What follows belongs to an exercise in optimizing a design on an open flow for small area and few clock cycles; a production flow would make more cautious choices. Function was checked by simulation only, so behaviour that the tests miss may differ from the original. No driver is modelled on the clock port, so clocking that relies on it looks cheaper here than on a real chip.

amber:
Design beast_deframer, start of the top module:
module beast_deframer (
    input  wire         clk,
    input  wire         rst,           
    input  wire         in_valid,
    output wire         in_ready,
    input  wire [1:0]   in_kind,       
    input  wire [7:0]   in_data,
    output wire         out_valid,
    input  wire         out_ready,
    output wire [2:0]   out_kind,
    output wire [47:0]  out_ts,
    output wire [7:0]   out_sig,
    output wire [7:0]   out_type,
    output wire [3:0]   out_plen,
    output wire [111:0] out_payload
);
clock: 5.0 ns
lec_check: 0
abc_area: 1
cap_margin: 20
core_margin: 2
core_utilization: 80
slew_margin: 20
standard.sh (not shown) runs the stock make flow with config.mk's settings and CLKGATE_MAP_FILE= SYNTH_SCRIPT=/design/flow/synth_recipe.tcl, a recipe that flattens the netlist after the stock synthesis.
==> flow/flow/run.sh <==
#!/bin/bash
# Standard ORFS layout with the smallest port buffers, a clock tree without dummy
# loads, and the clock tree's buffers downsized after CTS as far as the clock-pin
# slew allows (flow/downsize_clk.tcl, run as ORFS's POST_CTS_TCL hook).
set -euo pipefail
CTS="-sink_clustering_enable -repair_clock_nets -dont_use_dummy_load"
CTS="$CTS -buf_list sky130_fd_sc_hd__clkbuf_8 -root_buf sky130_fd_sc_hd__clkbuf_8"
bash standard.sh \
  "BUFFER_PORTS_ARGS=-buffer_cell sky130_fd_sc_hd__buf_1" \
  "CTS_ARGS=$CTS" \
  "POST_CTS_TCL=$PWD/flow/downsize_clk.tcl" \
  finish > standard_flow.log 2>&1
==> flow/flow/downsize_clk.tcl <==
set clk_slew_limit 0.115
proc clk_pin_slew_max {} {
  set mx 0
  foreach p [get_pins -hierarchical */CLK] {
    set s [get_property $p slew_max]
    if {$s > $mx} { set mx $s }
  }
  return $mx
}
set sizes {sky130_fd_sc_hd__clkbuf_1 sky130_fd_sc_hd__clkbuf_2 sky130_fd_sc_hd__clkbuf_4 sky130_fd_sc_hd__clkbuf_8 sky130_fd_sc_hd__clkbuf_16}
estimate_parasitics -placement
set bound [expr max($clk_slew_limit, [clk_pin_slew_max])]
set bufs {}
foreach inst [get_cells *] {
  set m [get_property $inst ref_name]
  if {[lsearch $sizes $m] >= 0} { lappend bufs $inst }
}
foreach inst $bufs {
  set orig [get_property $inst ref_name]
  set best $orig
  foreach m $sizes {
    if {$m == $orig} break
    replace_cell $inst [get_lib_cells */$m]
    estimate_parasitics -placement
    if {[clk_pin_slew_max] <= $bound} { set best $m; break }
  }
  replace_cell $inst [get_lib_cells */$best]
  puts "clock buffer [get_full_name $inst]: $orig -> $best"
}
estimate_parasitics -placement
puts "clock-pin slew after downsizing: [clk_pin_slew_max]"
amber failed in 4_1_cts with DPL-0033.
Testbench counts of amber, summed over its fixed seeds: cycles 37,797.
diff inputs: amber => maple
==> flow/flow/run.sh <==
#!/bin/bash
# Standard ORFS layout with the smallest port buffers and a lighter clock tree.
set -euo pipefail
CTS="-sink_clustering_enable -repair_clock_nets -dont_use_dummy_load -buf_list sky130_fd_sc_hd__clkbuf_8 -root_buf sky130_fd_sc_hd__clkbuf_8 -sink_clustering_size 30 -sink_clustering_max_diameter 60"
bash standard.sh \
  "BUFFER_PORTS_ARGS=-buffer_cell sky130_fd_sc_hd__buf_1" \
  "CTS_ARGS=$CTS" \
  finish > standard_flow.log 2>&1
diff --git a/flow/config.mk b/flow/config.mk
--- a/flow/config.mk
+++ b/flow/config.mk
@@ -10,3 +10,3 @@
 export CORE_MARGIN = 2
-export CORE_UTILIZATION = 80
+export CORE_UTILIZATION = 70
 export SLEW_MARGIN = 20
removed: flow/flow/downsize_clk.tcl
maple | status: complete | timing, DRC, antenna: pass
maple against amber: number of placed instances with taps included higher; die boundary width higher.
[compare] base=amber new=maple: height of the chip has increased; row count has increased.
Relative to amber, the detailed placer's ending HPWL of maple is lower by about 28%.
Delta(effective utilization at floorplan, maple - amber) < 0

* * *

beast_deframer, a different RTL version from the one above (not shown whole).
Size in the first run: about 6500 sq um of cells after synthesis.
## beast_deframer
module beast_deframer (
    input  wire         clk,
    input  wire         rst,           
    input  wire         in_valid,
    output wire         in_ready,
    input  wire [1:0]   in_kind,       
    input  wire [7:0]   in_data,
    output wire         out_valid,
    input  wire         out_ready,
    output wire [2:0]   out_kind,
    output wire [47:0]  out_ts,
    output wire [7:0]   out_sig,
    output wire [7:0]   out_type,
    output wire [3:0]   out_plen,
    output wire [111:0] out_payload
);
    localparam [2:0] Q_FRAME       = 3'd0;
    localparam [2:0] Q_LONE_ESCAPE = 3'd1;
    localparam [2:0] Q_UNKNOWN     = 3'd2;
    localparam [2:0] Q_TRUNCATED   = 3'd3;
    localparam [2:0] Q_TRANSPORT   = 3'd4;
    localparam [2:0] Q_END         = 3'd5;
    localparam [2:0] Q_LONE_UNK    = 3'd6;    
    localparam [2:0] Q_NONE        = 3'd7;    
    localparam [1:0] S_AWAIT_ESC = 2'd0;
    localparam [1:0] S_TYPE      = 2'd1;
    localparam [1:0] S_BODY      = 2'd2;
    localparam [1:0] S_BODY_ESC  = 2'd3;
    localparam [7:0] ESC = 8'h1A;
    reg  [1:0] st;
    reg  [4:0] cnt;         
    reg  [1:0] ft;          
    reg  [7:0] sr [0:20];   
    reg  [2:0] q;           
    wire t1 = !ft[1];
    wire t2 = ft[1] && !ft[0];
    wire t3 = ft[1] && ft[0];
    wire empty = (q == Q_NONE);
    wire pop   = !empty && out_ready;
    assign in_ready  = empty || (out_ready && q != Q_LONE_UNK);
    assign out_valid = !empty;
  ...
==> flow/config.mk <==
export PLATFORM = sky130hd
export DESIGN_NAME = beast_deframer
export DESIGN_NICKNAME = beast_deframer
export VERILOG_FILES = /design/flow/design.v
export SDC_FILE = /design/flow/constraint.sdc
export NUM_CORES = 4
export LEC_CHECK = 0
export ABC_CLOCK_PERIOD_IN_PS = 5000
export CAP_MARGIN = 20
export CORE_MARGIN = 2
export CORE_UTILIZATION = 40
export SLEW_MARGIN = 20
==> flow/constraint.sdc <==
create_clock -name core_clock -period 5.0 [get_ports {clk}]
set_input_delay 1.0000 -clock core_clock [delete_from_list [all_inputs] [get_ports {clk}]]
set_output_delay 1.0000 -clock core_clock [all_outputs]
set_load 0.01 [all_outputs]
==> flow/flow/run.sh <==
#!/bin/bash
# Standard ORFS layout with the smallest port buffers and a lighter clock tree.
set -euo pipefail
CTS="-sink_clustering_enable -repair_clock_nets -dont_use_dummy_load -buf_list {sky130_fd_sc_hd__clkbuf_4 sky130_fd_sc_hd__clkbuf_8} -root_buf sky130_fd_sc_hd__clkbuf_8"
bash standard.sh \
  "BUFFER_PORTS_ARGS=-buffer_cell sky130_fd_sc_hd__buf_1" \
  "CTS_ARGS=$CTS" \
  finish > standard_flow.log 2>&1
The starting point completed without violations.
Testbench counts at the start, summed over its fixed seeds: cycles 37,797.
Then changed:
==> flow/flow/run.sh (replaced) <==
#!/bin/bash
# Standard ORFS layout with the smallest port buffers and a lighter clock tree.
set -euo pipefail
CTS="-sink_clustering_enable -repair_clock_nets -dont_use_dummy_load -buf_list sky130_fd_sc_hd__clkbuf_8 -root_buf sky130_fd_sc_hd__clkbuf_8"
bash standard.sh \
  "BUFFER_PORTS_ARGS=-buffer_cell sky130_fd_sc_hd__buf_1" \
  "CTS_ARGS=$CTS" \
  finish > standard_flow.log 2>&1
- ABC_CLOCK_PERIOD_IN_PS: 5000 -> default
After rerunning: Flip-flop and latch count does not change; core utilization is unchanged; worst hold slack stays the same; cell area stays the same; count of clock-buffer cells in the layout does not change; setup slack does not change.

separate check: timing with driven ports:
No port has a modelled driver above. Below, the same layouts with a new extraction and two added sets of constraints.
Step 1 assumes that a clkbuf_16 drives the clock port and a buf_2 every other input.
Step 2 adds t to the input delays and takes it off the output delays; t is the mean of the earliest and latest rising clock arrival at the registers after step 1. Input paths then give back, and output paths get back, about the clock's delay inside the block.
Three values: ideal ports, drivers, drivers and shift; two values: the first two.
| run | shift t [ns] | slack for setup (ns) | worst hold slack (ns) | worst setup path at the end |
|---|---|---|---|---|
| maple | 0.452 | 2.061 / 2.075 / 1.624 | 0.433 / 0.433 / 0.433 | input to register |
| the first run of note 2 | 0.472 | 1.962 / 1.972 / 1.500 | 0.432 / 0.432 / 0.432 | input to register |
| the second run of note 2 | 0.472 | 1.962 / 1.972 / 1.500 | 0.432 / 0.432 / 0.432 | input to register |
After both steps every run listed still meets setup and hold.
